Context: an optimization exercise on an open-source flow, tuned for small area, a short achievable clock period and few clock cycles. The choices shown serve that exercise and are no tape-out recipe. Function was checked by simulation only, so behaviour that the tests miss may differ from the original. No run shown here takes its clock network from TritonCTS; it comes from the design's own scripts or RTL. The clock input has no modelled driver; a real chip could not lean on it and would need a root buffer or a full tree. Power and IR drop assume default switching activity.

`design.v`:
```
module tslcf_deframer (
    input  wire       clk,
    input  wire       rst,
    input  wire       in_valid,
    output wire       in_ready,
    input  wire [1:0] in_kind,
    input  wire [7:0] in_data,
    output reg        b_valid,    
    output reg        e_valid,    
    output reg        a_valid,    
    output reg        fe_first,   
    output reg  [7:0] op_byte
);
    localparam [1:0] K_DATA  = 2'd0,
                     K_EOS   = 2'd1,
                     K_ABORT = 2'd2;
    localparam [1:0] HUNT0 = 2'd0,   
                     HUNT1 = 2'd1,   
                     BODY0 = 2'd2,   
                     BODY1 = 2'd3;   
    reg  [1:0] state;
    reg        pend_end;    
    reg        nfe;         
    assign in_ready = nfe;
    always @(*) fe_first = !nfe;
    wire take   = in_valid && !fe_first;
    wire is_esc;
    wire is_stx;
    tslcf_bytecmp u_cmp (
        .d   (in_data),
        .esc (is_esc),
        .stx (is_stx)
    );
    always @(posedge clk) begin
        if (!fe_first)
            op_byte <= in_data;
    end
    wire k_data  = !in_kind[1] && !in_kind[0];
    wire k_eos   = !in_kind[1] &&  in_kind[0];
    wire k_abort =  in_kind[1] && !in_kind[0];
    wire s_hunt1 = (state == HUNT1);
    wire s_body0 = (state == BODY0);
    wire s_body1 = (state == BODY1);
    wire in_body = state[1];
    wire t_data  = take && k_data;
    wire t_stop  = take && (k_eos || k_abort);    
    reg [1:0] state_n;
    always @(*) begin
        state_n = state;
        if (t_stop)
            state_n = HUNT0;
        else if (t_data) begin
            case (state)
                HUNT0: if (is_esc) state_n = HUNT1;
                HUNT1: if (is_stx) state_n = BODY0; else if (!is_esc) state_n = HUNT0;
                BODY0: if (is_esc) state_n = BODY1;
                default: state_n = BODY0;
            endcase
        end
    end
    wire lone_x  = t_data && s_body1 && !is_esc && !is_stx;
    wire lone_e  = take && k_eos && s_body1;
    wire fe_n    = lone_x || lone_e;
    wire b_n     = fe_first ? !pend_end
                 : (t_data && ((s_body0 && !is_esc) || (s_body1 && !is_stx))) || lone_e;
    wire e_n     = fe_first ? pend_end
                 : (t_data && s_body1 && is_stx) || (take && k_eos && s_body0);
    wire a_n     = !fe_first && take && k_abort && in_body;
    always @(posedge clk) begin
        pend_end <= lone_e;    
        if (rst) begin
            state    <= HUNT0;
            b_valid  <= 1'b0;
            e_valid  <= 1'b0;
            a_valid  <= 1'b0;
            nfe      <= 1'b1;
        end else begin
            state    <= state_n;
            b_valid  <= b_n;
            e_valid  <= e_n;
            a_valid  <= a_n;
            nfe      <= !fe_n;
        end
    end
endmodule
module tslcf_bytecmp (
    input  wire [7:0] d,
    output wire       esc,    
    output wire       stx     
);
    assign esc = (d == 8'hFE);
    assign stx = (d == 8'h02);
endmodule
module tslcf_parser (
    input  wire        clk,
    input  wire        rst,
    input  wire        b_valid,
    input  wire        e_valid,
    input  wire        a_valid,
    input  wire        fe_first,
    input  wire [7:0]  op_byte,
    output reg         out_valid,
    output reg  [3:0]  out_tag,
    output reg  [15:0] out_data
);
    localparam [2:0] F_PBC    = 3'd1,
                     F_VERFLG = 3'd2,
                     F_SCREEN = 3'd3,
                     F_INDEX  = 3'd4,
                     F_CW     = 3'd5,
                     F_TLEN   = 3'd6,
                     F_STOP   = 3'd7;    
    localparam [2:0] S_OK          = 3'd0,
                     S_TOOSHORT    = 3'd1,
                     S_LENMISMATCH = 3'd2,
                     S_TRUNCATED   = 3'd3,
                     S_UNSUPPORTED = 3'd4,
                     S_ABORTED     = 3'd5;
    reg  [2:0]  field;       
    reg         half;        
    reg         text;        
    reg  [15:0] text_nleft;  
    reg  [15:0] len_nleft;   
    reg         len_over;    
    wire [15:0] text_inc, len_inc;
    assign text_inc[0] = !text_nleft[0];
    assign len_inc[0]  = !len_nleft[0];
    genvar gi;
    generate
        for (gi = 1; gi < 16; gi = gi + 1) begin : g_inc
            assign text_inc[gi] = (&text_nleft[gi-1:0]) ? !text_nleft[gi] : text_nleft[gi];
            assign len_inc[gi]  = (&len_nleft[gi-1:0])  ? !len_nleft[gi]  : len_nleft[gi];
        end
    endgenerate
    wire [7:0]  lo_byte = out_data[7:0];      
    wire [7:0]  byte_in = fe_first ? 8'hFE : op_byte;
    wire [15:0] field16 = {byte_in, lo_byte};
    wire f_pbc  = (field == F_PBC);
    wire f_cw   = (field == F_CW);
    wire f_tlen = (field == F_TLEN);
    wire header = (field == F_PBC) || (field == F_VERFLG) || (field == F_SCREEN);
    wire stop   = (field == F_STOP);
    wire ev_text = b_valid && text;
    wire ev_lo   = b_valid && !text && !stop && !half;
    wire ev_hi   = b_valid && !text && !stop && half;
    wire ev_end  = e_valid || a_valid;
    reg  [2:0]  status;
    always @(*) begin
        if (a_valid)
            status = S_ABORTED;
        else if (header)
            status = S_TOOSHORT;
        else if (len_over || len_nleft != 16'hFFFF)
            status = S_LENMISMATCH;
        else if (stop)
            status = S_UNSUPPORTED;
        else if (field == F_INDEX && !half && !text)
            status = S_OK;
        else
            status = S_TRUNCATED;
    end
    always @(posedge clk) begin
        out_valid      <= ev_text || ev_hi || ev_end;
        out_tag[3]     <= ev_end;
        out_tag[2:0]   <= ev_end ? 3'd0 : ev_hi ? field : 3'd7;
        out_data[15:8] <= ev_hi ? byte_in : 8'd0;
        if (ev_end)
            out_data[7:0] <= {5'd0, status};
        else if (!half)
            out_data[7:0] <= byte_in;
    end
    always @(posedge clk) begin
        if (rst || ev_end) begin
            field <= F_PBC;
            half  <= 1'b0;
            text  <= 1'b0;
        end else if (ev_text) begin
            text <= (text_nleft[15:1] != 15'h7FFF);
        end else if (ev_lo) begin
            half <= 1'b1;
        end else if (ev_hi) begin
            half <= 1'b0;
            case (field)
                F_PBC:    field <= F_VERFLG;
                F_VERFLG: field <= F_SCREEN;
                F_CW:     field <= byte_in[7] ? F_STOP : F_TLEN;
                F_TLEN: begin
                    field <= F_INDEX;
                    text  <= (field16 != 16'd0);
                end
                F_SCREEN: field <= F_INDEX;
                default:  field <= F_CW;            
            endcase
        end
    end
    always @(posedge clk) begin
        if (b_valid) begin
            if (f_tlen && half)
                text_nleft <= ~field16;
            else
                text_nleft <= text_inc;
        end
    end
    always @(posedge clk) begin
        if (b_valid) begin
            if (f_pbc && half) begin
                len_nleft <= ~field16;
                len_over  <= 1'b0;
            end else begin
                len_nleft <= len_inc;
                if (len_nleft == 16'hFFFF)
                    len_over <= 1'b1;
            end
        end
    end
endmodule
module tslcf_rx (
    input  wire        clk,
    input  wire        rst,
    input  wire        in_valid,
    output wire        in_ready,
    input  wire [1:0]  in_kind,
    input  wire [7:0]  in_data,
    output wire        out_valid,
    output wire [3:0]  out_tag,
    output wire [15:0] out_data
);
    wire       b_valid;
    wire       e_valid;
    wire       a_valid;
    wire       fe_first;
    wire [7:0] op_byte;
    tslcf_deframer u_deframer (
        .clk      (clk),
        .rst      (rst),
        .in_valid (in_valid),
        .in_ready (in_ready),
        .in_kind  (in_kind),
        .in_data  (in_data),
        .b_valid  (b_valid),
        .e_valid  (e_valid),
        .a_valid  (a_valid),
        .fe_first (fe_first),
        .op_byte  (op_byte)
    );
    tslcf_parser u_parser (
        .clk       (clk),
        .rst       (rst),
        .b_valid   (b_valid),
        .e_valid   (e_valid),
        .a_valid   (a_valid),
        .fe_first  (fe_first),
        .op_byte   (op_byte),
        .out_valid (out_valid),
        .out_tag   (out_tag),
        .out_data  (out_data)
    );
endmodule
```
`flow/run.sh`:
```
#!/bin/bash
# Standard layout with these changes:
#  - the ports get plain buffers instead of delay cells;
#  - the clock tree is built by hand (flow/cts_hook.tcl, run by ORFS's cts
#    step before it would call clock_tree_synthesis): one root buffer driving
#    one buffer per cluster of registers, in place of TritonCTS's H-tree;
#  - the slow wide OR/NOR cells in flow/dont_use.txt are added to the
#    platform's don't-use list (synthesis maps the same registers).
set -euo pipefail
work=$(pwd)
{
  echo "include $work/config.mk"
  echo "export DONT_USE_CELLS = $(cat "$work/flow/dont_use.txt")"
} > "$work/my_config.mk"
sed "s#DESIGN_CONFIG=[^ ]*#DESIGN_CONFIG=$work/my_config.mk#" standard.sh > my_standard.sh
grep -q "DESIGN_CONFIG=$work/my_config.mk" my_standard.sh
export BUFFER_PORTS_ARGS="-buffer_cell sky130_fd_sc_hd__buf_1"
export PRE_CTS_TCL="$work/flow/cts_hook.tcl"
bash my_standard.sh > flow.log 2>&1
```
`flow/cts_hook.tcl`:
```
# Clock tree by hand: the clock port drives K buffers, each driving a
# cluster of the registers (k-means on their placed positions).
proc manual_cts {K cbuf {rbuf ""}} {
  set block [ord::get_db_block]
  set clknet [$block findNet clk]
  set master [[ord::get_db] findMaster $cbuf]
  set sinks {}
  foreach it [$clknet getITerms] {
    set b [[$it getInst] getBBox]
    lappend sinks [list $it [expr {([$b xMin] + [$b xMax]) / 2.0}] [expr {([$b yMin] + [$b yMax]) / 2.0}]]
  }
  set sinks [lsort -real -index 1 $sinks]
  set n [llength $sinks]
  # initial centers: spread along x
  set cx {}; set cy {}
  for {set k 0} {$k < $K} {incr k} {
    set s [lindex $sinks [expr {int(($k + 0.5) * $n / $K)}]]
    lappend cx [lindex $s 1]; lappend cy [lindex $s 2]
  }
  for {set iter 0} {$iter < 30} {incr iter} {
    set sumx [lrepeat $K 0.0]; set sumy [lrepeat $K 0.0]; set cnt [lrepeat $K 0]
    set assign {}
    foreach s $sinks {
      set best 0; set bd 1e30
      for {set k 0} {$k < $K} {incr k} {
        set d [expr {abs([lindex $s 1] - [lindex $cx $k]) + abs([lindex $s 2] - [lindex $cy $k])}]
        if {$d < $bd} { set bd $d; set best $k }
      }
      lappend assign $best
      lset sumx $best [expr {[lindex $sumx $best] + [lindex $s 1]}]
      lset sumy $best [expr {[lindex $sumy $best] + [lindex $s 2]}]
      lset cnt $best [expr {[lindex $cnt $best] + 1}]
    }
    for {set k 0} {$k < $K} {incr k} {
      if {[lindex $cnt $k] > 0} {
        lset cx $k [expr {[lindex $sumx $k] / [lindex $cnt $k]}]
        lset cy $k [expr {[lindex $sumy $k] / [lindex $cnt $k]}]
      }
    }
  }
  set src $clknet
  if {$rbuf ne ""} {
    # one root buffer at the middle of the leaves
    set rinst [odb::dbInst_create $block [[ord::get_db] findMaster $rbuf] clkbuf_root]
    set src [odb::dbNet_create $block clknet_root]
    $src setSigType CLOCK
    [$rinst findITerm A] connect $clknet
    [$rinst findITerm X] connect $src
    set mx 0.0; set my 0.0
    for {set k 0} {$k < $K} {incr k} { set mx [expr {$mx + [lindex $cx $k]}]; set my [expr {$my + [lindex $cy $k]}] }
    $rinst setLocation [expr {int($mx / $K)}] [expr {int($my / $K)}]
    $rinst setPlacementStatus PLACED
  }
  for {set k 0} {$k < $K} {incr k} {
    set inst [odb::dbInst_create $block $master clkbuf_leaf_$k]
    set net [odb::dbNet_create $block clknet_leaf_$k]
    $net setSigType CLOCK
    [$inst findITerm A] connect $src
    [$inst findITerm X] connect $net
    $inst setLocation [expr {int([lindex $cx $k])}] [expr {int([lindex $cy $k])}]
    $inst setPlacementStatus PLACED
    lappend nets $net
  }
  foreach s $sinks a $assign {
    set it [lindex $s 0]
    $it disconnect
    $it connect [lindex $nets $a]
  }
  puts "manual_cts: $n sinks in $K clusters of [join $cnt { }]"
}

# ORFS's cts step calls clock_tree_synthesis: build the tree by hand instead,
# a root buffer driving one buffer per cluster of registers.
proc clock_tree_synthesis {args} {
  manual_cts 6 sky130_fd_sc_hd__clkbuf_8 sky130_fd_sc_hd__clkbuf_8
  set_propagated_clock [all_clocks]
}
```
`flow/dont_use.txt`:
```
sky130_fd_sc_hd__or4_1 sky130_fd_sc_hd__or4_2 sky130_fd_sc_hd__or4_4 sky130_fd_sc_hd__or4b_1 sky130_fd_sc_hd__or4b_2 sky130_fd_sc_hd__or4b_4 sky130_fd_sc_hd__or4bb_1 sky130_fd_sc_hd__or4bb_2 sky130_fd_sc_hd__or4bb_4 sky130_fd_sc_hd__or3_4 sky130_fd_sc_hd__or3b_4 sky130_fd_sc_hd__nor4_4 sky130_fd_sc_hd__nor3_4 sky130_fd_sc_hd__nor4_1 sky130_fd_sc_hd__nor4_2 sky130_fd_sc_hd__nor4b_1 sky130_fd_sc_hd__nor4b_2 sky130_fd_sc_hd__nor4b_4 sky130_fd_sc_hd__nor4bb_1 sky130_fd_sc_hd__nor4bb_2 sky130_fd_sc_hd__nor4bb_4 sky130_fd_sc_hd__nor3_1 sky130_fd_sc_hd__nor3_2 sky130_fd_sc_hd__nor3b_1 sky130_fd_sc_hd__nor3b_2 sky130_fd_sc_hd__nor3b_4 sky130_fd_sc_hd__or3_1 sky130_fd_sc_hd__or3_2 sky130_fd_sc_hd__or3b_1 sky130_fd_sc_hd__or3b_2
```
`standard.sh`:
```
#!/bin/bash
# synth_recipe.tcl (not shown) runs the flow's synth.tcl, then flattens the netlist and writes it again
# the make line also repeats each setting of config.mk as NAME=value (left out here)
make -C /OpenROAD-flow-scripts/flow DESIGN_CONFIG=/design/flow/config.mk WORK_HOME=/design/flow/orfs CLKGATE_MAP_FILE= SYNTH_SCRIPT=/design/flow/synth_recipe.tcl "${@:-finish}"
```
`config.mk`:
```
export PLATFORM = sky130hd
export DESIGN_NAME = tslcf_rx
export DESIGN_NICKNAME = tslcf_rx
export VERILOG_FILES = /design/flow/design.v
export SDC_FILE = /design/flow/constraint.sdc
export NUM_CORES = 4
export LEC_CHECK = 0
export CAP_MARGIN = 20
export CORE_MARGIN = 2
export CORE_UTILIZATION = 65
export PLACE_DENSITY = 0.75
export SETUP_SLACK_MARGIN = 2.3
export SLEW_MARGIN = 20
export SYNTH_HIERARCHICAL = 1
export SYNTH_MINIMUM_KEEP_SIZE = 0
export TNS_END_PERCENT = 100
```
`constraint.sdc`:
```
create_clock -name core_clock -period 4.0 [get_ports {clk}]
set_input_delay 0.8000 -clock core_clock [delete_from_list [all_inputs] [get_ports {clk}]]
set_output_delay 0.8000 -clock core_clock [all_outputs]
set_load 0.01 [all_outputs]
```
==> results of run 1 <==
where the power goes:
| group | leakage [nW] | switching (mW) | internal [mW] |
|---|---|---|---|
| clock network | 0.0503 | 0.222 | 0.158 |
| logic | 0.732 | 0.0274 | 0.0158 |
| registers | 0.748 | 0.00898 | 0.807 |
| total | 1.53 | 0.258 | 0.980 |
state kept, by name, indices dropped and copies added (netlist names), 2 cells and up:
register,flops
u_parser.field,3
u_parser.text_nleft,16
u_parser.len_nleft,16
u_parser.out_tag,4
u_deframer.op_byte,8
u_deframer.state,2
u_parser.out_data,16
modules after synthesis (local to each module, per instance), a selection:
module          times used  cell area (sq um)  cells inside  flops+latches
tslcf_deframer           1              590.6            47             15
tslcf_parser             1               2800           291             59
tslcf_bytecmp            1              43.79             7              0
stage by stage:
step / instance area, sq um / utilization, %
after floorplan: 3435 / -
after global placement: 3546 / 69.43
after detailed placement: 3546 / 69.43
after CTS: 3776 / 73.93
after global routing: 3802 / 74.45
final: 3802 / 74.45
logic make-up after synthesis:
logic type                 Yosys count  synth area share (%)
and+or+nand+nor                    147                 20.62
DFF                                 74                 55.96
buffers and inverters               32                 4.845
xor gates and xnor gates             1                0.2551
muxes                               15                 4.371
AOI/OAI and AO/OA                   73                 12.86
adders and majority gates            3                 1.093
cell usage after synthesis, types with 2 or more instances:
library cell  instances
nor2_1               89
edfxtp_1             44
a21oi_1              38
dfxtp_1              30
mux2i_1              15
inv_1                13
nand3_1              11
o21ai_0              10
nand4_1               9
buf_2                 8
nand2_1               8
o21a_1                8
and4_1                7
buf_4                 5
nand2b_1              5
a21o_1                3
a31oi_1               3
and3_1                3
clkbuf_1              3
ha_1                  3
nand4b_1              3
nor2b_1               3
and2_1                2
and3b_1               2
buf_6                 2
nand3b_1              2
final cells by class:
type / instances / share of cell area (%)
flip-flops and latches: 74 / 51.10
multi-input cells: 239 / 36.10
repair buffers: 49 / 6.515
plain buffers: 7 / 2.534
well taps: 70 / 2.303
inverters: 14 / 1.448
routing by layer:
metal,GRT usage [%],vias up,share of wire [%]
met5,0,-,0
met4,5.636,0,2.0
met3,1.647,12,6.0
met2,44.12,87,49
met1,36.07,1254,43
li1,-,1300,-
how the worst min path moves through the flow:
stage / end / start / cells past startpoint / slack [ns]
floorplan: u_deframer.e_valid / u_deframer.pend_end / 2 / 0.46
finish: u_deframer.e_valid / u_deframer.pend_end / 2 / 0.51
global placement: u_deframer.e_valid / u_deframer.pend_end / 2 / 0.49
global route: u_deframer.e_valid / u_deframer.pend_end / 2 / 0.54
CTS: u_deframer.e_valid / u_deframer.pend_end / 2 / 0.51
detailed placement: u_deframer.e_valid / u_deframer.pend_end / 2 / 0.52
repair_timing:
action                                  4_1_cts  5_1_grt
endpoints found under the setup margin       82       36
endpoints found under the hold margin         0        0
gates resized for setup                      17       13
pin swaps                                     1        1
setup buffers                                13        1
hold buffers                                  0        0
==> impl_metrics.env, run 1 <==
export IMPL_outcome="finished clean"
export IMPL_pre_cts_slack_ns=1.727
export IMPL_synth_top_cell_area_share_pct=38.47
export IMPL_syn_to_final_growth_pct=10.71
export IMPL_reg2reg_to="u_parser.len_nleft[11]"
export IMPL_antenna_found_initial=0
export IMPL_core_sq_um=5107
export IMPL_num_antenna_cells=0
export IMPL_crit_chain="clkbuf_2"
export IMPL_clk_pin_slew_worst_paths_ns=0.10
export IMPL_crit_end="out_data[2]"
export IMPL_slew_headroom_pct=67.42
export IMPL_synthTopCellsByArea="edfxtp_1 (38%), dfxtp_1 (17%), nor2_1 (9.7%)"
export IMPL_ys_async_sr_fraction_pct=0
export IMPL_num_vias=2653
export IMPL_endpoint_kind="output port"
export IMPL_hold_ws_ns=0.5075
export IMPL_p_leak_nw=1.531
export IMPL_fmax_mhz=587.1
export IMPL_worstSetupStartpointType="register"
export IMPL_timing_rr_start="u_parser.field[0]"
export IMPL_ys_ff_latch=74
export IMPL_nFillCells=402
export IMPL_fin_crit_sh_pct=42.58
export IMPL_rsz0062_at_grt="true"
export IMPL_maxCapViolations=0
export IMPL_finalClockSkew_ns=0.03474
export IMPL_cpPeakStageDelay_ns=0.43
export IMPL_drive_gt1_share_pct=13.05
export IMPL_r2r_slack_ns=2.38
export IMPL_synth_area_sq_um=3435
export IMPL_final_cell_mix="nor2_1 (85), edfxtp_1 (44), a21oi_1 (38)"
export IMPL_critPathTopFamily="flip-flops"
export IMPL_syn_area_per_cell_sq_um=9.955
export IMPL_nNetsFinal=401
export IMPL_drc_errors=0
export IMPL_crit_start="u_parser.out_data[2]"
export IMPL_p_total_mw=1.239
export IMPL_fin_tns_setup_ns=0
export IMPL_worst_slack_ns=2.297
export IMPL_cpMaxStageDelayCell="edfxtp_1"
export IMPL_crit_type="reg -> out"
export IMPL_wl_per_cell_um=16.39
export IMPL_tightestPinTransition_ns=0.4870
export IMPL_vdd_drop_max_uv=205.2
export IMPL_synth_main_ff_cell="edfxtp_1"
export IMPL_setup_viol=0
export IMPL_synth_edf_count=44
export IMPL_grt_max_degree=25
export IMPL_clock_latency_ns=0.34
export IMPL_drt_initial_drc_count=321
export IMPL_cp_num_buf_inv=1
export IMPL_r2r_cells=5
export IMPL_yosys_warnings=8
export IMPL_yosysSeqAreaShare_pct=55.96
export IMPL_viasPerCell=5.857
export IMPL_die_area_sq_um=5881
export IMPL_crit_cells=1
export IMPL_grtUsageTotal_pct=25.62
export IMPL_min_period_ns=1.703
export IMPL_slew_viol_final=0
export IMPL_rows=26
export IMPL_grt_pass1_wl_um=12290
export IMPL_io_buffers=34
export IMPL_drtPass1Iterations=4
export IMPL_synthDistinctLibCells=42
export IMPL_first_global_vias=2584
export IMPL_regArea_sq_um=1943
export IMPL_start_util_pct=67.25
export IMPL_hold_path_class="reg -> reg"
export IMPL_final_common_cell="nor2_1"
export IMPL_grt_overflow_total=0
export IMPL_hold_viol=0
export IMPL_synth_top_area_cell="edfxtp_1"
export IMPL_gp_congestion=0.8284
export IMPL_syn_inst=345
export IMPL_die_x_um=76.69
export IMPL_wl_um=7424
export IMPL_crit_fanout=2
export IMPL_fp_dieH_um=76.69
export IMPL_dp_final_hpwl_um=5108
export IMPL_synth_nets=361
export IMPL_instances_no_fill=453
export IMPL_placedCellCount=432
export IMPL_powerDensity_nw_per_um2=325.7
export IMPL_detail_route_antenna_nets=0
export IMPL_multi_input_area_sq_um=1373
export IMPL_io_pins=35
export IMPL_arrival_ns=0.90
export IMPL_cp_required_ns=3.20
Testbench counts, summed over its fixed seeds: cycles 14,627.
==> run 2: changes to the inputs <==
--- a/flow/run.sh
+++ b/flow/run.sh
@@ -2,8 +2,8 @@
 # Standard layout with these changes:
 #  - the ports get plain buffers instead of delay cells;
 #  - the clock tree is built by hand (flow/cts_hook.tcl, run by ORFS's cts
-#    step before it would call clock_tree_synthesis): one root buffer driving
-#    one buffer per cluster of registers, in place of TritonCTS's H-tree;
+#    step before it would call clock_tree_synthesis): the clock port drives
+#    one buffer per cluster of registers (4 clusters), in place of TritonCTS's H-tree;
 #  - the slow wide OR/NOR cells in flow/dont_use.txt are added to the
 #    platform's don't-use list (synthesis maps the same registers).
 set -euo pipefail
--- a/flow/cts_hook.tcl
+++ b/flow/cts_hook.tcl
@@ -70,8 +70,8 @@
 }
 
 # ORFS's cts step calls clock_tree_synthesis: build the tree by hand instead,
-# a root buffer driving one buffer per cluster of registers.
+# the clock port driving one buffer per cluster of registers.
 proc clock_tree_synthesis {args} {
-  manual_cts 6 sky130_fd_sc_hd__clkbuf_8 sky130_fd_sc_hd__clkbuf_8
+  manual_cts 4 sky130_fd_sc_hd__clkbuf_16
   set_propagated_clock [all_clocks]
 }
--- a/config.mk
+++ b/config.mk
@@ -13,4 +13,4 @@
 export SLEW_MARGIN = 20
 export SYNTH_HIERARCHICAL = 1
 export SYNTH_MINIMUM_KEEP_SIZE = 0
-export TNS_END_PERCENT = 100
+export TNS_END_PERCENT = 0
==> impl_metrics.env, run 2 <==
export IMPL_slew_headroom_pct=58.50
export IMPL_maxCapViolations=0
export IMPL_clk_pin_slew_worst_paths_ns=0.08
export IMPL_rows=26
export IMPL_antenna_found_initial=0
export IMPL_final_common_cell="nor2_1"
export IMPL_dp_final_hpwl_um=5108
export IMPL_rsz0062_at_grt="true"
export IMPL_num_antenna_cells=0
export IMPL_crit_chain="nand4b_2, o21ai_0, nand3_1"
export IMPL_syn_to_final_growth_pct=8.160
export IMPL_gp_congestion=0.8284
export IMPL_tightestPinTransition_ns=0.6216
export IMPL_critPathTopFamily="flip-flops"
export IMPL_nNetsFinal=391
export IMPL_drive_gt1_share_pct=6.702
export IMPL_wl_per_cell_um=16.13
export IMPL_synthTopCellsByArea="edfxtp_1 (38%), dfxtp_1 (17%), nor2_1 (9.7%)"
export IMPL_yosysSeqAreaShare_pct=55.96
export IMPL_fp_dieH_um=76.69
export IMPL_grt_max_degree=25
export IMPL_grt_pass1_wl_um=11830
export IMPL_nFillCells=409
export IMPL_drt_initial_drc_count=197
export IMPL_synth_top_cell_area_share_pct=38.47
export IMPL_worstSetupStartpointType="register"
export IMPL_vdd_drop_max_uv=261.9
export IMPL_io_pins=35
export IMPL_fmax_mhz=566.8
export IMPL_final_cell_mix="nor2_1 (86), edfxtp_1 (44), a21oi_1 (38)"
export IMPL_drc_errors=0
export IMPL_synth_common_cells="nor2_1 (89), edfxtp_1 (44), a21oi_1 (38)"
export IMPL_syn_inst=345
export IMPL_clock_latency_ns=0.15
export IMPL_fin_tns_setup_ns=0
export IMPL_cpPeakStageDelay_ns=0.72
export IMPL_slew_viol_final=0
export IMPL_crit_type="reg -> reg"
export IMPL_drtPass1Iterations=4
export IMPL_synth_nets=361
export IMPL_start_util_pct=67.25
export IMPL_yosys_warnings=8
export IMPL_die_x_um=76.69
export IMPL_endpoint_kind="register"
export IMPL_grtUsageTotal_pct=24.57
export IMPL_hold_viol=0
export IMPL_cp_num_buf_inv=0
export IMPL_outcome="finished clean"
export IMPL_final_cell_area_sq_um=3715
export IMPL_grt_overflow_total=0
export IMPL_hold_path_class="reg -> reg"
export IMPL_synth_top_area_cell="edfxtp_1"
export IMPL_reg_largest_list="u_parser.len_nleft (16), u_parser.out_data (16), u_parser.text_nleft (16)"
export IMPL_core_sq_um=5107
export IMPL_cpMaxStageDelayCell="dfxtp_1"
export IMPL_p_leak_nw=1.481
export IMPL_synth_most_common_cell="nor2_1"
export IMPL_r2r_slack_ns=2.24
export IMPL_ys_ff_latch=74
export IMPL_cp_required_ns=4.02
export IMPL_io_buffers=34
export IMPL_detail_route_antenna_nets=0
export IMPL_p_total_mw=1.218
export IMPL_powerDensity_nw_per_um2=327.8
export IMPL_synthDistinctLibCells=42
export IMPL_viasPerCell=5.763
export IMPL_synth_main_ff_cell="edfxtp_1"
export IMPL_synth_edf_count=44
export IMPL_num_vias=2553
export IMPL_first_global_vias=2442
export IMPL_finalClockSkew_ns=0.01595
export IMPL_crit_fanout=17
export IMPL_postCtsHoldBufs=0
export IMPL_die_area_sq_um=5881
export IMPL_syn_area_per_cell_sq_um=9.955
export IMPL_setup_viol=0
export IMPL_synth_area_sq_um=3435
export IMPL_arrival_ns=1.79
export IMPL_min_period_ns=1.764
export IMPL_place_area_sq_um=3546
export IMPL_fin_crit_sh_pct=44.10
export IMPL_ys_async_sr_fraction_pct=0
export IMPL_wl_um=7147
## run 2: cell counts after synthesis
Identical to the previous run, type by type.
## run 2: cell type report
class / instances / area [sq um] / share of cell area [%]
sequential: 74 / 1926 / 51.84
multi-input combinational: 239 / 1359 / 36.58
timing repair buffer: 42 / 187.7 / 5.052
buffer: 4 / 100.1 / 2.695
tap: 70 / 87.58 / 2.358
inverter: 14 / 55.05 / 1.482
## run 2: path summary, 6_finish.rpt
| path | start | cells past startpoint | endpoint |
|---|---|---|---|
| min | u_deframer.pend_end | 2 | u_deframer.e_valid |
| max | u_deframer.b_valid | 3 | u_parser.field[0] |
| max reg2reg | u_deframer.b_valid | 3 | u_parser.field[0] |
| min reg2reg | u_deframer.pend_end | 2 | u_deframer.e_valid |
## run 2: timing repair
item	4_1_cts	5_1_grt
pin swaps	1	0
setup endpoints to repair	74	60
hold endpoints to repair	0	0
setup buffers	7	0
gates resized for setup	7	2
## run 2: logic make-up after synthesis
family                     after synthesis  synth area share, %
muxes                                   15                4.371
xor gates and xnor gates                 1               0.2551
DFF                                     74                55.96
AOI/OAI and AO/OA                       73                12.86
and+or+nand+nor                        147                20.62
adders and majority gates                3                1.093
buffers and inverters                   32                4.845
## run 2: worst min-delay path, stage by stage (launching register included)
cell and delay (ns):
dfxtp_1 0.30, nand2b_1 0.09, a31oi_1 0.08
## run 2: metrics by stage
step / hold WS (ns) / util, % / setup WS (ns) / std cells
final: 0.5292 / 72.73 / 2.236 / 443
after global routing: 0.5593 / 72.73 / 2.080 / 443
after CTS: 0.5317 / 72.66 / 2.223 / 443
after detailed placement: 0.5168 / 69.43 / 1.727 / 432
after global placement: 0.4898 / 69.43 / 1.770 / 432
after floorplan: 0.4588 / - / 2.354 / 345
## run 2: per-layer routing
| layer | part of all wire [%] | track usage [%] | up-vias | wire (um) |
|---|---|---|---|---|
| met4 | 1.4 | 3.455 | 0 | 99 |
| met3 | 5.5 | 2.235 | 8 | 396 |
| met5 | 0 | 0 | - | 0 |
| met1 | 43 | 35.75 | 1209 | 3102 |
| li1 | - | - | 1278 | - |
| met2 | 50 | 41.49 | 58 | 3549 |
## run 2: modules after synthesis, one instance, submodules excluded, excerpt
module          area (sq um)  cells  times used
tslcf_bytecmp          43.79      7           1
tslcf_deframer         590.6     47           1
tslcf_parser            2800    291           1
## run 2: power breakdown
| group | leakage [nW] | total, mW | internal (mW) | switching, mW |
|---|---|---|---|---|
| Clock | 0.0493 | 0.362 | 0.181 | 0.182 |
| Sequential | 0.746 | 0.817 | 0.808 | 0.00975 |
| Combinational | 0.686 | 0.0380 | 0.0125 | 0.0254 |
==> run 3: changes to the inputs <==
--- a/config.mk
+++ b/config.mk
@@ -13,4 +13,4 @@
 export SLEW_MARGIN = 20
 export SYNTH_HIERARCHICAL = 1
 export SYNTH_MINIMUM_KEEP_SIZE = 0
-export TNS_END_PERCENT = 0
+export TNS_END_PERCENT = 100
==> impl_metrics.env, run 3 <==
export IMPL_outcome="finished clean"
export IMPL_crit_fanout=4
export IMPL_ys_async_sr_fraction_pct=0
export IMPL_drc_errors=0
export IMPL_reg_largest_list="u_parser.len_nleft (16), u_parser.out_data (16), u_parser.text_nleft (16)"
export IMPL_grt_overflow_total=0
export IMPL_rows=26
export IMPL_finalClockSkew_ns=0.01385
export IMPL_syn_inst=345
export IMPL_synthDistinctLibCells=42
export IMPL_endpoint_kind="register"
export IMPL_syn_area_per_cell_sq_um=9.955
export IMPL_fin_crit_sh_pct=41.15
export IMPL_p_leak_nw=1.484
export IMPL_ys_ff_latch=74
export IMPL_synth_area_sq_um=3435
export IMPL_io_pins=35
export IMPL_synth_top_area_cell="edfxtp_1"
export IMPL_synth_main_ff_cell="edfxtp_1"
export IMPL_yosys_warnings=8
export IMPL_rsz0062_at_grt="false"
export IMPL_synth_common_cells="nor2_1 (89), edfxtp_1 (44), a21oi_1 (38)"
export IMPL_nNetsFinal=391
export IMPL_drtPass1Iterations=4
export IMPL_setup_viol=0
export IMPL_wl_um=7178
export IMPL_wl_per_cell_um=16.20
export IMPL_grt_util_met2_pct=42.02
export IMPL_fin_tns_setup_ns=0
export IMPL_io_buffers=34
export IMPL_gp_congestion=0.8284
export IMPL_clock_latency_ns=0.15
export IMPL_viasPerCell=5.806
export IMPL_maxCapViolations=0
export IMPL_hold_viol=0
export IMPL_grt_pass1_wl_um=11920
export IMPL_fp_dieH_um=76.69
export IMPL_crit_type="in -> reg"
export IMPL_postCtsHoldBufs=0
export IMPL_final_cell_mix="nor2_1 (86), edfxtp_1 (44), a21oi_1 (38)"
export IMPL_detail_route_antenna_nets=0
export IMPL_vdd_drop_max_uv=262.0
export IMPL_worstSetupStartpointType="input port"
export IMPL_start_util_pct=67.25
export IMPL_grt_busiest_layer="met2"
export IMPL_final_common_cell="nor2_1"
export IMPL_slew_headroom_pct=67.75
export IMPL_synthTopCellsByArea="edfxtp_1 (38%), dfxtp_1 (17%), nor2_1 (9.7%)"
export IMPL_p_total_mw=1.217
export IMPL_die_x_um=76.69
export IMPL_arrival_ns=1.66
export IMPL_crit_chain="buf_1, nor2b_1, and4_4, and3b_1, nand2_1, a31oi_1"
export IMPL_synth_nets=361
export IMPL_min_period_ns=1.646
export IMPL_grtUsageTotal_pct=24.78
export IMPL_synth_top_cell_area_share_pct=38.47
export IMPL_grt_max_degree=25
export IMPL_drive_gt1_share_pct=8.847
export IMPL_hold_path_class="reg -> reg"
export IMPL_synth_edf_count=44
export IMPL_first_global_vias=2451
export IMPL_pre_cts_slack_ns=1.727
export IMPL_cp_required_ns=4.02
export IMPL_fmax_mhz=607.5
export IMPL_core_sq_um=5107
export IMPL_cp_num_buf_inv=1
export IMPL_powerDensity_nw_per_um2=324.8
export IMPL_num_vias=2572
export IMPL_clk_pin_slew_worst_paths_ns=0.07
export IMPL_use_met1_pct=36.07
export IMPL_num_antenna_cells=0
export IMPL_dp_final_hpwl_um=5108
export IMPL_cpPeakStageDelay_ns=0.25
export IMPL_yosysSeqAreaShare_pct=55.96
export IMPL_cpMaxStageDelayCell="and4_4"
export IMPL_antenna_found_initial=0
export IMPL_drt_initial_drc_count=249
export IMPL_slew_viol_final=0
export IMPL_worst_slack_ns=2.354
export IMPL_synth_most_common_cell="nor2_1"
export IMPL_use_met3_pct=2.235
export IMPL_hold_ws_ns=0.5294
export IMPL_tightestPinTransition_ns=0.4820
export IMPL_die_area_sq_um=5881
export IMPL_syn_to_final_growth_pct=9.071
export IMPL_critPathTopFamily="simple AND/OR/NAND/NOR gates"
[run 3: area by class of cell]
| cell class | instances | area (sq um) |
|---|---|---|
| tap | 70 | 87.58 |
| timing repair buffer | 42 | 190.2 |
| inverter | 14 | 55.05 |
| fill | 403 | 1361 |
| multi-input combinational | 239 | 1379 |
| sequential | 74 | 1934 |
| buffer | 4 | 100.1 |
[run 3: what timing repair did]
| action | CTS | global route |
|---|---|---|
| endpoints found under the hold margin | 0 | 0 |
| resized for setup | 10 | 12 |
| setup endpoints to repair | 74 | 28 |
| pin swaps | 1 | 1 |
| buffers inserted | 7 | 0 |
[run 3: worst register-to-register path, cell delays in order, from the launching register on]
cell and delay, ns:
dfxtp_4 0.41, nor2b_1 0.15, and3b_4 0.24, inv_4 0.12, a21bo_1 0.23, a21oi_1 0.14
[run 3: where the power goes]
group / switching (mW) / leakage (nW) / internal, mW
clock network: 0.181 / 0.0493 / 0.181
logic: 0.0259 / 0.686 / 0.0132
registers: 0.00978 / 0.748 / 0.806
[run 3: path summary, 6_finish.rpt]
kind / startpoint / end / slack, ns / cells after the start
setup / recovery: in_data[1] / u_deframer.b_valid / 2.35 / 6
hold / removal: u_deframer.pend_end / u_deframer.e_valid / 0.53 / 2
setup reg to reg: u_parser.field[0] / u_parser.len_nleft[11] / 2.41 / 5
hold reg to reg: u_deframer.pend_end / u_deframer.e_valid / 0.53 / 2
[run 3: cell families after synthesis]
group	share of synthesized area [%]
AO/OA/AOI/OAI	12.86
AND/OR/NAND/NOR	20.62
buffers and inverters	4.845
flip-flops	55.96
multiplexers	4.371
XOR/XNOR	0.2551
adder cells (fa/ha/maj)	1.093
[run 3: routing by layer]
metal / share of wire [%] / vias up / wire, um
met5: 0 / - / 0
met3: 5.7 / 8 / 408
met1: 44 / 1216 / 3126
met4: 1.4 / 0 / 99
li1: - / 1281 / -
met2: 49 / 67 / 3545
[run 3: per-module statistics from Yosys (local to each module, per instance), a selection]
module / copies in the design / cells inside
tslcf_deframer: 1 / 47
tslcf_parser: 1 / 291
tslcf_bytecmp: 1 / 7
[run 3: stage by stage]
step	instances	area (sq um)	util, %
2_1_floorplan	345	3435	-
3_3_place_gp	432	3546	69.43
3_5_place_dp	432	3546	69.43
4_1_cts	443	3724	72.91
5_1_grt	443	3746	73.35
6_report	443	3746	73.35
==> run 4: changes to the inputs <==
--- a/config.mk
+++ b/config.mk
@@ -9,7 +9,7 @@
 export CORE_MARGIN = 2
 export CORE_UTILIZATION = 65
 export PLACE_DENSITY = 0.75
-export SETUP_SLACK_MARGIN = 2.3
+export SETUP_SLACK_MARGIN = 2.45
 export SLEW_MARGIN = 20
 export SYNTH_HIERARCHICAL = 1
 export SYNTH_MINIMUM_KEEP_SIZE = 0
==> impl_metrics.env, run 4 <==
export IMPL_synth_top_cell_area_share_pct=38.47
export IMPL_syn_area_per_cell_sq_um=9.955
export IMPL_instances_no_fill=465
export IMPL_pwr_share_seq_pct=66.2
export IMPL_drtPass1Iterations=5
export IMPL_synthTopCellsByArea="edfxtp_1 (38%), dfxtp_1 (17%), nor2_1 (9.7%)"
export IMPL_num_vias=2819
export IMPL_hold_path_class="reg -> reg"
export IMPL_pre_cts_slack_ns=1.683
export IMPL_first_global_vias=2623
export IMPL_grtUsageTotal_pct=25.88
export IMPL_io_buffers=34
export IMPL_p_leak_nw=1.624
export IMPL_nFillCells=355
export IMPL_maxCapViolations=0
export IMPL_viasPerCell=6.062
export IMPL_synth_edf_count=44
export IMPL_synthDistinctLibCells=42
export IMPL_syn_inst=345
export IMPL_final_common_cell="nor2_1"
export IMPL_final_cell_mix="nor2_1 (83), edfxtp_1 (44), a21oi_1 (34)"
export IMPL_wl_per_cell_um=17.43
export IMPL_reg_largest_list="u_parser.len_nleft (16), u_parser.out_data (16), u_parser.text_nleft (16)"
export IMPL_ys_async_sr_fraction_pct=0
export IMPL_hold_depth=3
export IMPL_finalClockSkew_ns=0.01591
export IMPL_vdd_drop_max_uv=292.2
export IMPL_worst_slack_ns=2.382
export IMPL_drt_initial_drc_count=273
export IMPL_grt_pass1_wl_um=12490
export IMPL_min_period_ns=1.618
export IMPL_p_switching_mw=0.2237
export IMPL_grt_overflow_total=0
export IMPL_synth_main_ff_cell="edfxtp_1"
export IMPL_dp_final_hpwl_um=5070
export IMPL_slew_headroom_pct=67.07
export IMPL_gp_congestion=0.7955
export IMPL_postCtsHoldBufs=0
export IMPL_crit_fanout=4
export IMPL_start_util_pct=67.25
export IMPL_rows=26
export IMPL_slew_viol_final=0
export IMPL_fmax_mhz=617.9
export IMPL_rsz0062_at_grt="true"
export IMPL_grt_max_degree=25
export IMPL_num_antenna_cells=0
export IMPL_yosys_warnings=8
export IMPL_clk_pin_slew_worst_paths_ns=0.08
export IMPL_endpoint_kind="register"
export IMPL_synth_top_area_cell="edfxtp_1"
export IMPL_crit_type="in -> reg"
export IMPL_placedCellCount=432
export IMPL_fin_crit_sh_pct=40.46
export IMPL_yosysSeqAreaShare_pct=55.96
export IMPL_ys_ff_latch=74
export IMPL_hold_viol=0
export IMPL_synth_area_sq_um=3435
export IMPL_fin_util_pct=78.78
export IMPL_clock_latency_ns=0.15
export IMPL_die_x_um=76.69
export IMPL_fin_tns_setup_ns=0
export IMPL_die_area_sq_um=5881
export IMPL_worstSetupStartpointType="input port"
export IMPL_arrival_ns=1.67
export IMPL_drive_gt1_share_pct=22.03
export IMPL_pwr_share_clk_pct=29.7
export IMPL_fp_dieH_um=76.69
export IMPL_nNetsFinal=413
export IMPL_drc_errors=0
export IMPL_swShare_pct=18.20
export IMPL_io_pins=35
export IMPL_powerDensity_nw_per_um2=305.4
export IMPL_detail_route_antenna_nets=0
export IMPL_p_total_mw=1.229
export IMPL_wl_um=8105
export IMPL_syn_to_final_growth_pct=17.16
export IMPL_synth_common_cells="nor2_1 (89), edfxtp_1 (44), a21oi_1 (38)"
export IMPL_synth_most_common_cell="nor2_1"
export IMPL_outcome="finished clean"
export IMPL_antenna_found_initial=0
export IMPL_synth_nets=361
export IMPL_r2r_cells=4
export IMPL_p_int_mw=1.005
export IMPL_setup_viol=0
export IMPL_p_comb_share_pct=4.1
export IMPL_core_sq_um=5107
export IMPL_tightestPinTransition_ns=0.4922
export IMPL_cp_required_ns=4.05
-- run 4: cell counts after synthesis --
Identical to the previous run, type by type.
-- run 4: timing repair --
item / 4_1_cts / 5_1_grt
cloned: 0 / 1
setup endpoints to repair: 95 / 37
pin swaps: 1 / 10
setup buffers: 14 / 14
resized for setup: 20 / 39
-- run 4: power by group through the flow --
stage               sequential (mW)  combinational (mW)  clock [mW]
global route                  0.814              0.0539       0.390
finish                        0.813              0.0500       0.366
detailed placement            0.834              0.0392           0
floorplan                     0.833              0.0196           0
CTS                           0.814              0.0436       0.365
global placement              0.834              0.0385           0
-- run 4: area by class of cell --
cell class / instances / area [sq um] / share of cell area, %
sequential: 74 / 1948 / 48.41
timing repair buffer: 64 / 372.9 / 9.266
inverter: 14 / 62.56 / 1.555
multi-input combinational: 239 / 1453 / 36.10
tap: 70 / 87.58 / 2.177
buffer: 4 / 100.1 / 2.488
-- run 4: final timing paths --
path | start | endpoint | slack (ns)
max reg2reg | u_parser.field[2] | u_parser.text_nleft[14] | 2.42
min reg2reg | u_deframer.pend_end | u_deframer.b_valid | 0.52
max | in_data[1] | u_deframer.nfe | 2.38
min | u_deframer.pend_end | u_deframer.b_valid | 0.52
-- run 4: cell families (layout without fill, tap and decap cells) --
family                   after synthesis  count (layout)  share of synthesized area [%]
multiplexers                          15              15                          4.371
XOR/XNOR                               1               1                         0.2551
buffers and inverters                 32              82                          4.845
AND/OR/NAND/NOR                      147             147                          20.62
AO/OA/AOI/OAI                         73              73                          12.86
adder cells (fa/ha/maj)                3               3                          1.093
flip-flops                            74              74                          55.96
-- run 4: metrics by stage --
step	cell area (sq um)	hold slack [ns]
finish	4024	0.5225
detailed placement	3568	0.5094
floorplan	3461	0.4588
global route	4024	0.5674
global placement	3568	0.4938
CTS	3817	0.5212
-- run 4: per-module statistics from Yosys, one instance, submodules excluded, excerpt --
module / cell area [sq um] / cells inside / flip-flops and latches / copies in the design
tslcf_parser: 2800 / 291 / 59 / 1
tslcf_deframer: 590.6 / 47 / 15 / 1
tslcf_bytecmp: 43.79 / 7 / 0 / 1
-- run 4: critical path, cell delays in order --
cell and delay (ns):
buf_6 0.10, nor2b_4 0.12, and4_4 0.15, and3b_1 0.24, nand3b_1 0.09, a21o_1 0.18
-- run 4: metal layers --
metal	share of wire, %	global-route usage [%]
met5	0	0
met4	1.5	3.636
met3	5.9	1.059
met2	51	46.93
met1	41	35.59
==> run 5: changes to the inputs <==
--- a/flow/run.sh
+++ b/flow/run.sh
@@ -3,7 +3,7 @@
 #  - the ports get plain buffers instead of delay cells;
 #  - the clock tree is built by hand (flow/cts_hook.tcl, run by ORFS's cts
 #    step before it would call clock_tree_synthesis): the clock port drives
-#    one buffer per cluster of registers (4 clusters), in place of TritonCTS's H-tree;
+#    one buffer per cluster of registers (3 clusters), in place of TritonCTS's H-tree;
 #  - the slow wide OR/NOR cells in flow/dont_use.txt are added to the
 #    platform's don't-use list (synthesis maps the same registers).
 set -euo pipefail
--- a/flow/cts_hook.tcl
+++ b/flow/cts_hook.tcl
@@ -72,6 +72,6 @@
 # ORFS's cts step calls clock_tree_synthesis: build the tree by hand instead,
 # the clock port driving one buffer per cluster of registers.
 proc clock_tree_synthesis {args} {
-  manual_cts 4 sky130_fd_sc_hd__clkbuf_16
+  manual_cts 3 sky130_fd_sc_hd__clkbuf_16
   set_propagated_clock [all_clocks]
 }
--- a/config.mk
+++ b/config.mk
@@ -8,8 +8,8 @@
 export CAP_MARGIN = 20
 export CORE_MARGIN = 2
 export CORE_UTILIZATION = 65
-export PLACE_DENSITY = 0.75
-export SETUP_SLACK_MARGIN = 2.45
+export PLACE_DENSITY = 0.85
+export SETUP_SLACK_MARGIN = 2.3
 export SLEW_MARGIN = 20
 export SYNTH_HIERARCHICAL = 1
 export SYNTH_MINIMUM_KEEP_SIZE = 0
==> impl_metrics.env, run 5 <==
export IMPL_io_buffers=34
export IMPL_hold_ws_ns=0.5127
export IMPL_ys_ff_latch=74
export IMPL_drtPass1Iterations=4
export IMPL_nFillCells=373
export IMPL_fp_dieH_um=76.69
export IMPL_crit_fanout=13
export IMPL_min_period_ns=1.656
export IMPL_grtUsageTotal_pct=23.52
export IMPL_cp_required_ns=3.87
export IMPL_synth_mux_area_share_pct=4.372
export IMPL_final_common_cell="nor2_1"
export IMPL_yosysSeqAreaShare_pct=55.96
export IMPL_syn_area_per_cell_sq_um=9.955
export IMPL_syn_to_final_growth_pct=10.53
export IMPL_dp_final_hpwl_um=4992
export IMPL_worst_slack_ns=2.344
export IMPL_hold_viol=0
export IMPL_endpoint_kind="register"
export IMPL_drt_initial_drc_count=187
export IMPL_tightestPinTransition_ns=0.4773
export IMPL_synthTopCellsByArea="edfxtp_1 (38%), dfxtp_1 (17%), nor2_1 (9.7%)"
export IMPL_drc_errors=0
export IMPL_wl_per_cell_um=16.23
export IMPL_fmax_mhz=603.7
export IMPL_vdd_drop_max_uv=359.1
export IMPL_arrival_ns=1.52
export IMPL_synth_top_area_cell="edfxtp_1"
export IMPL_synth_area_sq_um=3435
export IMPL_io_pins=35
export IMPL_reg_largest_list="u_parser.len_nleft (16), u_parser.out_data (16), u_parser.text_nleft (16)"
export IMPL_synth_top_cell_area_share_pct=38.47
export IMPL_synth_xor_xnor_area_share_pct=0.2550
export IMPL_synth_most_common_cell="nor2_1"
export IMPL_drive_gt1_share_pct=11.47
export IMPL_synthSimpleGateAreaFrac_pct=20.62
export IMPL_p_total_mw=1.179
export IMPL_wl_um=7222
export IMPL_yosys_warnings=8
export IMPL_pre_cts_slack_ns=1.708
export IMPL_fin_util_pct=74.33
export IMPL_num_antenna_cells=0
export IMPL_nNetsFinal=393
export IMPL_ys_async_sr_fraction_pct=0
export IMPL_finalClockSkew_ns=0.01269
export IMPL_powerDensity_nw_per_um2=310.4
export IMPL_synth_nets=361
export IMPL_synth_adder_area_share_pct=1.093
export IMPL_rsz0062_at_grt="true"
export IMPL_first_global_vias=2466
export IMPL_die_x_um=76.69
export IMPL_p_leak_nw=1.518
export IMPL_setup_viol=0
export IMPL_syn_inst=345
export IMPL_clk_pin_slew_worst_paths_ns=0.09
export IMPL_num_vias=2652
export IMPL_start_util_pct=67.25
export IMPL_outcome="finished clean"
export IMPL_gp_congestion=0.8916
export IMPL_crit_type="reg -> reg"
export IMPL_die_area_sq_um=5881
export IMPL_core_sq_um=5107
export IMPL_synth_main_ff_cell="edfxtp_1"
export IMPL_synth_compound_area_share_pct=12.86
export IMPL_fin_tns_setup_ns=0
export IMPL_fin_crit_sh_pct=41.41
export IMPL_slew_headroom_pct=68.06
export IMPL_grt_overflow_total=0
export IMPL_synth_edf_count=44
export IMPL_postCtsHoldBufs=0
export IMPL_clock_latency_ns=0.16
export IMPL_final_cell_mix="nor2_1 (84), edfxtp_1 (44), a21oi_1 (35)"
export IMPL_synthDistinctLibCells=42
export IMPL_maxCapViolations=0
export IMPL_antenna_found_initial=0
export IMPL_synth_common_cells="nor2_1 (89), edfxtp_1 (44), a21oi_1 (38)"
export IMPL_viasPerCell=5.960
export IMPL_grt_pass1_wl_um=11520
export IMPL_hold_path_class="reg -> reg"
export IMPL_worstSetupStartpointType="register"
export IMPL_grt_max_degree=30
export IMPL_slew_viol_final=0
export IMPL_rows=26
export IMPL_detail_route_antenna_nets=0
export IMPL_synth_top_family_by_area="simple AND/OR/NAND/NOR gates"
==> run 5: cell counts after synthesis <==
Identical to the previous run, type by type.
==> run 5: critical path, stage by stage (launching register included) <==
cell and delay, ns:
dfxtp_2 0.39, nand4b_1 0.27, buf_12 0.19, o21ai_0 0.11
nand2_2 0.22, a21oi_2 0.19
==> run 5: cell families after synthesis <==
family | Yosys count
muxes | 15
buffers and inverters | 32
and+or+nand+nor | 147
xor gates and xnor gates | 1
adders and majority gates | 3
DFF | 74
AOI/OAI and AO/OA | 73
==> run 5: path summary, 6_finish.rpt <==
kind                  startpoint                       to  slack, ns  cells past startpoint
max            u_parser.field[0]  u_parser.text_nleft[14]       2.34                      5
min          u_deframer.pend_end       u_deframer.e_valid       0.51                      2
max reg2reg    u_parser.field[0]  u_parser.text_nleft[14]       2.34                      5
min reg2reg  u_deframer.pend_end       u_deframer.e_valid       0.51                      2
==> run 5: stage by stage <==
step           cell area, sq um  instances
2_1_floorplan              3435        345
3_3_place_gp               3546        432
3_5_place_dp               3546        432
4_1_cts                    3674        439
5_1_grt                    3796        445
6_report                   3796        445
==> run 5: area by class of cell <==
| class | count | area, sq um | share of cell area (%) |
|---|---|---|---|
| Multi-Input combinational cell | 239 | 1395 | 36.75 |
| Sequential cell | 74 | 1937 | 51.02 |
| Tap cell | 70 | 87.58 | 2.307 |
| Inverter | 14 | 55.05 | 1.450 |
| Timing Repair Buffer | 45 | 246.5 | 6.493 |
| Buffer | 3 | 75.07 | 1.978 |
==> run 5: routing by layer <==
metal | GRT usage [%] | vias up | share of wire, %
li1 | - | 1283 | -
met1 | 31.56 | 1258 | 43
met2 | 42.11 | 101 | 50
met3 | 2.118 | 10 | 5.7
met4 | 4.364 | 0 | 1.6
met5 | 0 | - | 0
==> run 5: power breakdown <==
part	total [mW]	internal [mW]	leakage [nW]	switching, mW
clock network	0.324	0.138	0.0370	0.186
registers	0.815	0.806	0.748	0.00954
logic	0.0393	0.0134	0.733	0.0259
total	1.18	0.957	1.52	0.221
==> run 5: timing repair <==
item,4_1_cts,5_1_grt
endpoints found under the setup margin,61,11
setup buffers,4,5
resized for setup,10,24
pin swaps,0,1
cloned,0,1
==> run 5: Yosys stat by module, one instance, submodules excluded, excerpt <==
module | copies in the design | cell area (sq um) | flip-flops and latches | cells
tslcf_bytecmp | 1 | 43.79 | 0 | 7
tslcf_deframer | 1 | 590.6 | 15 | 47
tslcf_parser | 1 | 2800 | 59 | 291
==> run 6: changes to the inputs <==
--- a/config.mk
+++ b/config.mk
@@ -8,7 +8,8 @@
 export CAP_MARGIN = 20
 export CORE_MARGIN = 2
 export CORE_UTILIZATION = 65
-export PLACE_DENSITY = 0.85
+export GPL_TIMING_DRIVEN = 1
+export PLACE_DENSITY = 0.75
 export SETUP_SLACK_MARGIN = 2.3
 export SLEW_MARGIN = 20
 export SYNTH_HIERARCHICAL = 1
==> impl_metrics.env, run 6 <==
export IMPL_num_antenna_cells=0
export IMPL_setup_viol=0
export IMPL_synthTopCellsByArea="edfxtp_1 (38%), dfxtp_1 (17%), nor2_1 (9.7%)"
export IMPL_r2r_slack_ns=2.43
export IMPL_hold_viol=0
export IMPL_instances_no_fill=442
export IMPL_wl_um=7141
export IMPL_io_pins=35
export IMPL_dp_final_hpwl_um=5108
export IMPL_arrival_ns=0.84
export IMPL_synth_top_cell_area_share_pct=38.47
export IMPL_synth_top_area_cell="edfxtp_1"
export IMPL_syn_area_per_cell_sq_um=9.955
export IMPL_rows=26
export IMPL_grt_overflow_total=0
export IMPL_powerDensity_nw_per_um2=317.8
export IMPL_final_common_cell="nor2_1"
export IMPL_fmax_mhz=609.1
export IMPL_timing_rr_start="u_parser.half"
export IMPL_cp_required_ns=3.20
export IMPL_outcome="finished clean"
export IMPL_final_cell_area_sq_um=3709
export IMPL_placedCellCount=432
export IMPL_endpoint_kind="output port"
export IMPL_synth_common_cells="nor2_1 (89), edfxtp_1 (44), a21oi_1 (38)"
export IMPL_ys_async_sr_fraction_pct=0
export IMPL_tightestPinTransition_ns=0.4832
export IMPL_p_leak_nw=1.470
export IMPL_grt_pass1_wl_um=11790
export IMPL_slew_headroom_pct=67.67
export IMPL_synth_main_ff_cell="edfxtp_1"
export IMPL_cpPeakStageDelay_ns=0.51
export IMPL_drc_errors=0
export IMPL_grt_max_degree=27
export IMPL_core_sq_um=5107
export IMPL_viasPerCell=5.837
export IMPL_cp_num_buf_inv=1
export IMPL_cpMaxStageDelayCell="edfxtp_1"
export IMPL_synth_nets=361
export IMPL_synth_most_common_cell="nor2_1"
export IMPL_reg2reg_to="u_parser.text_nleft[3]"
export IMPL_min_period_ns=1.642
export IMPL_fin_tns_setup_ns=0
export IMPL_antenna_found_initial=0
export IMPL_clk_pin_slew_worst_paths_ns=0.10
export IMPL_drt_initial_drc_count=157
export IMPL_fin_util_pct=72.61
export IMPL_gp_congestion=0.8284
export IMPL_crit_start="u_parser.out_data[2]"
export IMPL_place_area_sq_um=3546
export IMPL_num_vias=2580
export IMPL_clock_latency_ns=0.16
export IMPL_worstSetupStartpointType="register"
export IMPL_wl_per_cell_um=16.16
export IMPL_critPathTopFamily="flip-flops"
export IMPL_vdd_drop_max_uv=370.2
export IMPL_crit_type="reg -> out"
export IMPL_die_x_um=76.69
export IMPL_rsz0062_at_grt="false"
export IMPL_maxCapViolations=0
export IMPL_yosys_warnings=8
export IMPL_die_area_sq_um=5881
export IMPL_syn_inst=345
export IMPL_detail_route_antenna_nets=0
export IMPL_finalClockSkew_ns=0.01041
export IMPL_synth_area_sq_um=3435
export IMPL_final_cell_mix="nor2_1 (86), edfxtp_1 (44), a21oi_1 (38)"
export IMPL_r2r_cells=3
export IMPL_hold_path_class="reg -> reg"
export IMPL_crit_fanout=4
export IMPL_grtUsageTotal_pct=24.44
export IMPL_crit_chain="buf_1"
export IMPL_ys_ff_latch=74
export IMPL_io_buffers=34
export IMPL_hold_ws_ns=0.5355
export IMPL_syn_to_final_growth_pct=7.978
export IMPL_reg_largest_list="u_parser.len_nleft (16), u_parser.out_data (16), u_parser.text_nleft (16)"
export IMPL_slew_viol_final=0
export IMPL_drive_gt1_share_pct=8.065
export IMPL_crit_cells=1
export IMPL_drtPass1Iterations=4
export IMPL_yosysSeqAreaShare_pct=55.96
export IMPL_start_util_pct=67.25
export IMPL_nNetsFinal=390
export IMPL_crit_end="out_data[2]"
export IMPL_fp_dieH_um=76.69
export IMPL_first_global_vias=2445
export IMPL_synth_edf_count=44
export IMPL_synthDistinctLibCells=42
export IMPL_fin_crit_sh_pct=41.04
[run 6: cell types whose count changed in the layout (fill, tap and decap cells not counted), moves of 2 or more]
cell / before / now
buf_1: 29 / 33
a21oi_1: 35 / 38
nor2_1: 84 / 86
clkbuf_2: 5 / 1
a21oi_2: 3 / 0
[run 6: layout make-up]
| class | instances | area, sq um |
|---|---|---|
| Buffer | 3 | 75.07 |
| Fill cell | 406 | 1399 |
| Inverter | 14 | 55.05 |
| Multi-Input combinational cell | 239 | 1368 |
| Sequential cell | 74 | 1934 |
| Tap cell | 70 | 87.58 |
| Timing Repair Buffer | 42 | 188.9 |
[run 6: worst min path at each step]
stage	cells past startpoint	startpoint	slack [ns]	end
5_1_grt	2	u_deframer.pend_end	0.58	u_deframer.e_valid
3_3_place_gp	2	u_deframer.pend_end	0.49	u_deframer.e_valid
3_5_place_dp	2	u_deframer.pend_end	0.52	u_deframer.e_valid
6_report	2	u_deframer.pend_end	0.54	u_deframer.e_valid
2_1_floorplan	2	u_deframer.pend_end	0.46	u_deframer.e_valid
4_1_cts	2	u_deframer.pend_end	0.54	u_deframer.e_valid
[run 6: cells by family after synthesis]
group                      count (synthesis)  synth area share (%)
AOI/OAI and AO/OA                         73                 12.86
xor gates and xnor gates                   1                0.2551
adders and majority gates                  3                 1.093
buffers and inverters                     32                 4.845
DFF                                       74                 55.96
muxes                                     15                 4.371
and+or+nand+nor                          147                 20.62
[run 6: metal layers]
metal  vias to the layer above  global-route usage (%)  share of wire [%]
li1                       1282                       -                  -
met1                      1239                   35.51                 46
met2                        53                   42.19                 49
met3                         6                   1.647                3.3
met4                         0                   2.545                1.2
met5                         -                       0                  0
[run 6: power by group]
part	internal [mW]	switching [mW]
logic	0.0131	0.0255
clock network	0.138	0.186
registers	0.806	0.00993
[run 6: Yosys stat by module, one instance, submodules excluded, excerpt]
module	times used	area, sq um	flops+latches	cells inside
tslcf_deframer	1	590.6	15	47
tslcf_bytecmp	1	43.79	0	7
tslcf_parser	1	2800	59	291
[run 6: timing repair]
action,in CTS,in global routing
pin swaps,1,0
hold buffers,0,0
setup endpoints to repair,75,27
setup buffers,7,0
resized for setup,9,10
[run 6: per-stage QoR]
| step | power, mW | setup slack [ns] |
|---|---|---|
| finish | 1.179 | 2.358 |
| global route | 1.210 | 2.293 |
| detailed placement | 0.8721 | 1.727 |
| CTS | 1.178 | 2.348 |
| floorplan | 0.8505 | 2.354 |
| global placement | 0.8705 | 1.770 |
==> run 7: changes to the inputs <==
--- a/config.mk
+++ b/config.mk
@@ -8,9 +8,8 @@
 export CAP_MARGIN = 20
 export CORE_MARGIN = 2
 export CORE_UTILIZATION = 65
-export GPL_TIMING_DRIVEN = 1
 export PLACE_DENSITY = 0.75
-export SETUP_SLACK_MARGIN = 2.3
+export SETUP_SLACK_MARGIN = 2.25
 export SLEW_MARGIN = 20
 export SYNTH_HIERARCHICAL = 1
 export SYNTH_MINIMUM_KEEP_SIZE = 0
==> impl_metrics.env, run 7 <==
export IMPL_first_global_vias=2447
export IMPL_clock_latency_ns=0.16
export IMPL_io_pins=35
export IMPL_hold_path_class="reg -> reg"
export IMPL_die_x_um=76.69
export IMPL_core_sq_um=5107
export IMPL_yosys_warnings=8
export IMPL_cpPeakStageDelay_ns=0.24
export IMPL_p_leak_nw=1.468
export IMPL_crit_chain="buf_1, nor2_1, and4_1, and3b_1, nand3b_1, a21o_1"
export IMPL_die_area_sq_um=5881
export IMPL_tightestPinTransition_ns=0.4998
export IMPL_powerDensity_nw_per_um2=319.1
export IMPL_syn_area_per_cell_sq_um=9.955
export IMPL_final_cell_mix="nor2_1 (87), edfxtp_1 (44), a21oi_1 (38)"
export IMPL_grt_max_degree=27
export IMPL_cpMaxStageDelayCell="and3b_1"
export IMPL_num_vias=2545
export IMPL_drc_errors=0
export IMPL_cp_required_ns=4.06
export IMPL_yosysSeqAreaShare_pct=55.96
export IMPL_setup_viol=0
export IMPL_critPathTopFamily="simple AND/OR/NAND/NOR gates"
export IMPL_arrival_ns=1.71
export IMPL_final_common_cell="nor2_1"
export IMPL_maxCapViolations=0
export IMPL_endpoint_kind="register"
export IMPL_synth_top_area_cell="edfxtp_1"
export IMPL_wl_um=7070
export IMPL_fmax_mhz=605.2
export IMPL_fp_dieH_um=76.69
export IMPL_synth_top_cell_area_share_pct=38.47
export IMPL_drt_initial_drc_count=183
export IMPL_synth_nets=361
export IMPL_crit_type="in -> reg"
export IMPL_clk_pin_slew_worst_paths_ns=0.10
export IMPL_synth_edf_count=44
export IMPL_syn_inst=345
export IMPL_syn_to_final_growth_pct=7.541
export IMPL_ys_ff_latch=74
export IMPL_num_antenna_cells=0
export IMPL_outcome="finished clean"
export IMPL_cp_num_buf_inv=1
export IMPL_p_total_mw=1.178
export IMPL_grtUsageTotal_pct=24.39
export IMPL_grt_overflow_total=0
export IMPL_synth_area_sq_um=3435
export IMPL_crit_fanout=4
export IMPL_worstSetupStartpointType="input port"
export IMPL_fin_crit_sh_pct=41.31
export IMPL_slew_headroom_pct=66.55
export IMPL_slew_viol_final=0
export IMPL_synthDistinctLibCells=42
export IMPL_synthTopCellsByArea="edfxtp_1 (38%), dfxtp_1 (17%), nor2_1 (9.7%)"
export IMPL_antenna_found_initial=0
export IMPL_synth_main_ff_cell="edfxtp_1"
export IMPL_drive_gt1_share_pct=6.989
export IMPL_synth_most_common_cell="nor2_1"
export IMPL_vdd_drop_max_uv=370.6
export IMPL_nNetsFinal=390
export IMPL_start_util_pct=67.25
export IMPL_reg_largest_list="u_parser.len_nleft (16), u_parser.out_data (16), u_parser.text_nleft (16)"
export IMPL_rsz0062_at_grt="false"
export IMPL_r2r_slack_ns=2.39
export IMPL_gp_congestion=0.8284
export IMPL_dp_final_hpwl_um=5108
export IMPL_finalClockSkew_ns=0.01043
export IMPL_viasPerCell=5.758
export IMPL_io_buffers=34
export IMPL_drtPass1Iterations=5
export IMPL_grt_pass1_wl_um=11760
export IMPL_fin_tns_setup_ns=0
export IMPL_rows=26
export IMPL_detail_route_antenna_nets=0
export IMPL_wl_per_cell_um=16.00
export IMPL_hold_viol=0
export IMPL_min_period_ns=1.652
export IMPL_synth_common_cells="nor2_1 (89), edfxtp_1 (44), a21oi_1 (38)"
export IMPL_ys_async_sr_fraction_pct=0
[run 7: cell counts after synthesis]
Identical to the previous run, type by type.
[run 7: logic make-up after synthesis]
family	share of synthesized area [%]
xor gates and xnor gates	0.2551
DFF	55.96
adders and majority gates	1.093
AOI/OAI and AO/OA	12.86
and+or+nand+nor	20.62
muxes	4.371
buffers and inverters	4.845
[run 7: final cells by class]
| cell class | count | area, sq um |
|---|---|---|
| flip-flops and latches | 74 | 1929 |
| well taps | 70 | 87.58 |
| multi-input cells | 239 | 1359 |
| repair buffers | 42 | 187.7 |
| fillers | 407 | 1414 |
| plain buffers | 3 | 75.07 |
| inverters | 14 | 55.05 |
[run 7: final timing paths]
| check | end | from | cells after the start |
|---|---|---|---|
| min | u_deframer.e_valid | u_deframer.pend_end | 2 |
| max | u_deframer.nfe | in_data[5] | 6 |
| max reg2reg | u_parser.len_nleft[11] | u_parser.field[0] | 5 |
| min reg2reg | u_deframer.e_valid | u_deframer.pend_end | 2 |
[run 7: tightest hold or removal path, delay by kind of cell, from the launching register on]
kind / cells / cell delay [ns]
AOI/OAI and AO/OA: 1 / 0.08
DFF: 1 / 0.31
and+or+nand+nor: 1 / 0.09
[run 7: layer usage]
layer	vias up	global-route usage (%)	routed length (um)
met5	-	0	0
met4	0	2.909	85
met3	6	1.647	268
met2	57	42.11	3466
met1	1206	35.28	3250
li1	1276	-	-
[run 7: stage by stage]
stage               cell area [sq um]  instances  worst slack, ns  utilization, %  hold WS [ns]
floorplan                        3435        345            2.354               -        0.4588
global placement                 3546        432            1.770           69.43        0.4898
detailed placement               3546        432            1.727           69.43        0.5168
CTS                              3686        442            2.299           72.17        0.5368
global route                     3694        442            2.253           72.32        0.5758
finish                           3694        442            2.348           72.32        0.5312
[run 7: timing repair]
action,CTS,global route
setup buffers,7,0
pin swaps,1,0
resized for setup,8,4
setup endpoints to repair,66,9
hold buffers,0,0
[run 7: Yosys stat by module, one instance, submodules excluded, a selection]
module / copies in the design / cell area (sq um) / flops+latches
tslcf_deframer: 1 / 590.6 / 15
tslcf_parser: 1 / 2800 / 59
tslcf_bytecmp: 1 / 43.79 / 0
[run 7: power breakdown]
group | total [mW] | internal, mW | switching, mW
clock network | 0.324 | 0.138 | 0.186
registers | 0.817 | 0.808 | 0.00957
logic | 0.0376 | 0.0124 | 0.0252

==> afterwards: timing with drivers on the ports <==
No port has a modelled driver above. Below, the same layouts with a new extraction and two added sets of constraints. Step 1: set_driving_cell puts a clkbuf_16 on clk and a buf_2 on each other input, an assumption about the parent block. Step 2 also shifts input and output timing later by t, the mid clock arrival at the registers, as if the neighbouring blocks saw the same clock. Slacks: ideal / step 1 / step 2; pairs: ideal / step 1.
| run | t (ns) | setup WS [ns] | worst slew at a driven data input, ns |
|---|---|---|---|
| run 1 | 0.355 | 2.297 / 2.266 / 2.151 | 0.03 |
| run 2 | 0.220 | 2.236 / 2.236 / 2.161 | 0.03 |
| run 3 | 0.220 | 2.354 / 2.298 / 2.191 | 0.03 |
| run 4 | 0.216 | 2.382 / 2.386 / 2.204 | 0.05 |
| run 5 | 0.215 | 2.344 / 2.295 / 2.183 | 0.03 |
| run 6 | 0.212 | 2.358 / 2.301 / 2.183 | 0.03 |
| run 7 | 0.212 | 2.348 / 2.304 / 2.170 | 0.03 |
After both steps every run listed still meets setup and hold.
